Context: an optimization exercise on an open-source flow, tuned for small area, a short achievable clock period and few clock cycles. The choices shown serve that exercise and are no tape-out recipe. RTL that was checked went through simulation tests only; none was proved equivalent to the original. Power and IR drop assume default switching activity.

Setup of north:
==> flow/design.v (excerpt) <==
module scc_lnkdec (
    input  wire        clk,
    input  wire        rst,
    input  wire        start,
    input  wire        use_crc,
    input  wire [31:0] rxlen,
    input  wire [31:0] explen,
    output wire        ready,
    output wire        done,
    output wire [31:0] nvalid,
    output wire [31:0] ninvalid,
    output wire [31:0] reclen,
    input  wire        in_valid,
    output wire        in_ready,
    input  wire [31:0] in_data,
    output wire        out_valid,
    input  wire        out_ready,
    output wire [31:0] out_data,
    output wire        vm_valid,
    input  wire        vm_ready,
    output wire [31:0] vm_data
);
    function [3:0] ham_dec(input [6:0] c);
        reg [2:0] s;
        reg [3:0] f;
        begin
            s[2] = c[6] ^ c[5] ^ c[3] ^ c[2];    
            s[1] = c[6] ^ c[4] ^ c[3] ^ c[1];    
            s[0] = c[5] ^ c[4] ^ c[3] ^ c[0];    
            case (s)
                3'd6:    f = 4'b1000;            
                3'd5:    f = 4'b0100;            
                3'd3:    f = 4'b0010;            
  ...
Settings: LEC_CHECK=0, CAP_MARGIN=20, CORE_MARGIN=2, CORE_UTILIZATION=40, PLACE_DENSITY=0.6, SETUP_SLACK_MARGIN=5, SLEW_MARGIN=20; clock period 10.0 ns.
standard.sh (not shown) runs the stock make flow with config.mk's settings and CLKGATE_MAP_FILE= SYNTH_SCRIPT=/design/flow/synth_recipe.tcl, a recipe that flattens the netlist after the stock synthesis.
==> flow/flow/run.sh <==
#!/bin/bash
# Standard layout, with timing repair aimed at a larger setup margin.
bash standard.sh SETUP_SLACK_MARGIN=8 finish > standard.log 2>&1
#### Input delta (south over north)
==> flow/flow/run.sh <==
#!/bin/bash
# Standard layout, with timing repair aimed at a larger setup margin.
bash standard.sh SETUP_SLACK_MARGIN=6 finish > standard.log 2>&1
--- outcome ---
[compare] base=north new=south: switching power of the nets went down about 20%, sequential power share went up 5.8 points, clock skew went down 0.027 ns, global-route wire length before repair went down about 19%. Final design area excluding fillers (lower): south. When south is measured against north, its maximum number of pins on one net before global-route repair turns out 17 higher. In south, post-route total power is lower than in north. Total iterations of the first detailed-routing run (lower): south. The minimum setup slack after placement of south exceeds that of north by 0.052 ns. south vs north: via count down by more than 10%. Proportion of power drawn by the clock network up 3.7 points in south wrt north.
No functional check of the RTL was part of any run of this note.

Another version of the RTL of scc_lnkdec (not shown whole).
For scale: ~2600 cells after synthesis, about 340 flip-flops, roughly 270 I/O pins, about 23000 um^2 of cells after synthesis.
clock: 10.0 ns
lec_check: 0
cap_margin: 20
core_margin: 2
core_utilization: 55
place_density: 0.75
setup_slack_margin: 5
slew_margin: 20
==> flow/flow/run.sh <==
#!/bin/bash
# Standard layout with two changes: the port buffers are buf_2 cells, and
# timing repair aims at a larger setup margin.
bash standard.sh SETUP_SLACK_MARGIN=6.5 "BUFFER_PORTS_ARGS=-buffer_cell sky130_fd_sc_hd__buf_2" finish > standard.log 2>&1
The starting point finished with timing, DRC and antenna clean.
Testbench counts at the start, summed over its fixed seeds: cycles 5,988.
Then changed:
==> flow/flow/run.sh (replaced) <==
#!/bin/bash
# Standard layout, with timing repair aimed at a larger setup margin.
bash standard.sh SETUP_SLACK_MARGIN=6.5 finish > standard.log 2>&1
Settings changed: CORE_UTILIZATION 55 to 60.
Sequential share of layout area goes down by 2.7 points. Clock-buffer cell count fell by 15. Via count goes up by 8.4%. Design area goes up by 9.4%. Synthesized area stays the same.
Then changed:
==> flow/flow/run.sh (replaced) <==
#!/bin/bash
# Standard layout with two changes: the port buffers are buf_2 cells, and
# timing repair aims at a larger setup margin.
bash standard.sh SETUP_SLACK_MARGIN=6.75 "BUFFER_PORTS_ARGS=-buffer_cell sky130_fd_sc_hd__buf_2" finish > standard.log 2>&1
Settings changed: CORE_UTILIZATION 60 to 55.
The changed run passed the timing, DRC and antenna checks.
Power is lower by 2.6%.
Setup slack improves by 0.057 ns.
Die area goes up by 8.9%.
Wire length shrinks by 1.6%.
Global-route usage is lower by 4.6 points.
Clock-buffer cell count went up by 13.
Final area is unchanged.
Register-to-register slack improved by 0.19 ns.
Then changed:
==> flow/flow/run.sh (replaced) <==
#!/bin/bash
# Standard layout, with timing repair aimed at a larger setup margin.
bash standard.sh SETUP_SLACK_MARGIN=6 finish > standard.log 2>&1
Settings changed: CORE_UTILIZATION 55 to 60.
After rerunning:
- power is lower by about 5.4%
- wire length is lower by about 9%
- cell area is lower by about 7%
- sequential share of layout area is higher by 2.2 points
- count of clock-buffer cells in the layout is lower by 8
- sequential power hardly moves
- maximum frequency is lower by about 8%
- global-route usage is higher by 2.0 points
- first-iteration DRC count is higher by about 11%
- hold slack is about the same
- synthesized area stays the same
Then changed:
==> flow/flow/run.sh (replaced) <==
#!/bin/bash
# Standard layout with two changes: the port buffers are buf_2 cells, and
# timing repair aims at a larger setup margin.
bash standard.sh SETUP_SLACK_MARGIN=6.5 "BUFFER_PORTS_ARGS=-buffer_cell sky130_fd_sc_hd__buf_2" finish > standard.log 2>&1
Settings changed: CORE_UTILIZATION 60 to 70, PLACE_DENSITY 0.75 to 0.85.
The new run completed without violations.
Hold slack gets worse by 0.0066 ns.
Area after synthesis is unchanged.
Global-route usage increases by 6.5 points.
Synthesized cell count is unchanged.
Clock-buffer cell count drops by 3.
Then changed:
==> flow/flow/run.sh (replaced) <==
#!/bin/bash
# Standard layout with two changes: the port buffers are buf_1 cells, and
# timing repair aims at a larger setup margin.
bash standard.sh SETUP_SLACK_MARGIN=6.5 "BUFFER_PORTS_ARGS=-buffer_cell sky130_fd_sc_hd__buf_1" finish > standard.log 2>&1
Settings changed: CORE_UTILIZATION 70 to 60, PLACE_DENSITY 0.85 to 0.75.
Cell count went up by a few percent.
Via count went down by a few percent.
Setup slack improves by 0.42 ns.
Hold slack degrades by 0.0052 ns.
Wire length went down by a little under a tenth.
Combinational power went down by a few percent.
First-iteration DRC count went down by a quarter to a third.
Total power went down slightly.
Flip-flop and latch count is unchanged.

Setup of JK:
scc_lnkdec, a different RTL version from the one above (not shown whole).
For scale: roughly 3,200 cells after synthesis, about 400 flip-flops, roughly 270 I/O pins.
make LEC_CHECK=0 ABC_CLOCK_PERIOD_IN_PS=3000 CAP_MARGIN=20 CORE_MARGIN=2 CORE_UTILIZATION=40 PLACE_DENSITY=0.6 SLEW_MARGIN=20 finish   # period 10.0 ns
run.sh (not shown) runs the stock make flow with config.mk's settings and CLKGATE_MAP_FILE= SYNTH_SCRIPT=/design/flow/synth_recipe.tcl, a recipe that flattens the netlist after the stock synthesis.
Stock flow here: none of the scripts above is used.
Testbench counts of JK, summed over its fixed seeds: cycles 6,020.
Input-level comparison between MS and JK:
- an added SETUP_SLACK_MARGIN of 5
Results
- Relative to JK, the routed wire length measured on MS has increased by a little under 10%.
- Compare MS and JK | non-clock buffer count lower: JK
- Reported for MS and JK, post-synth design cell area turned out identical to the last digit.
- The area of the multi-input gates reported for MS is greater than that of JK by about 6%.
- The final layout from MS, which completed every stage, passed the timing, DRC and antenna checks at the end of the flow.
- Global-route wire length before repair grows by a few percent when moving from JK to MS.
- Going from JK to MS, post-route cell area grew by a little under 10%.
- The lower last weighted congestion value of the routability-driven placer came out of MS.
- Per the comparison of MS with JK, flip-flop and latch count neither gained nor lost much, internal power summed over all cells went up 0.35 mW, setup slack rose 1470 ps.
The inputs of AL differ from those of MS as listed below.
- SETUP_SLACK_MARGIN: 5 -> unset
- ABC_CLOCK_PERIOD_IN_PS: 3000 -> unset
Results
- Diff MS -> AL | global-route wire length before repair | down by a few percent
- Between MS and AL, the count of multi-input combinational gates figures differ only marginally.
- On footprint of the flip-flops and latches, AL and MS are basically level.
- Diff MS -> AL | maximum frequency from static timing analysis | down by more than 10%
- For the final net count, AL came in about 3.3% lower than MS did.
- When AL is set beside MS, its fraction of met1 tracks used by global routing turns out to be 0.56 points smaller.

## re-timing with driven ports
The flow's constraints put no driver on any port. The routed layouts listed below were extracted and timed again, unchanged, in two steps. Step 1, drivers: a clkbuf_16 drives clk and a buf_2 each remaining input, both assumed. Step 2 adds t to the input delays and takes it off the output delays; t is the mean of the earliest and latest rising clock arrival at the registers after step 1. Input paths then give back, and output paths get back, about the clock's delay inside the block. a / b / c = ideal ports / drivers / drivers and shift; a / b = the first two.
run | shift t [ns] | setup slack, ns | cell pins on the clock port's net
north | 0.673 | 5.196 / 5.196 / 4.923 | 1
south | 0.665 | 5.382 / 5.382 / 4.834 | 1
the first run of note 2 | 0.650 | 6.379 / 6.398 / 5.748 | 1
the second run of note 2 | 0.641 | 6.340 / 6.363 / 5.724 | 1
the third run of note 2 | 0.639 | 6.396 / 6.403 / 5.765 | 1
the fourth run of note 2 | 0.637 | 6.075 / 6.060 / 5.479 | 1
the fifth run of note 2 | 0.623 | 5.818 / 5.818 / 5.421 | 1
the sixth run of note 2 | 0.632 | 6.237 / 6.265 / 5.633 | 1
JK | 0.658 | 2.458 / 2.458 / 2.458 | 1
MS | 0.653 | 3.930 / 3.930 / 3.930 | 1
AL | 0.658 | 2.458 / 2.458 / 2.458 | 1
After both steps every run listed still meets setup and hold.
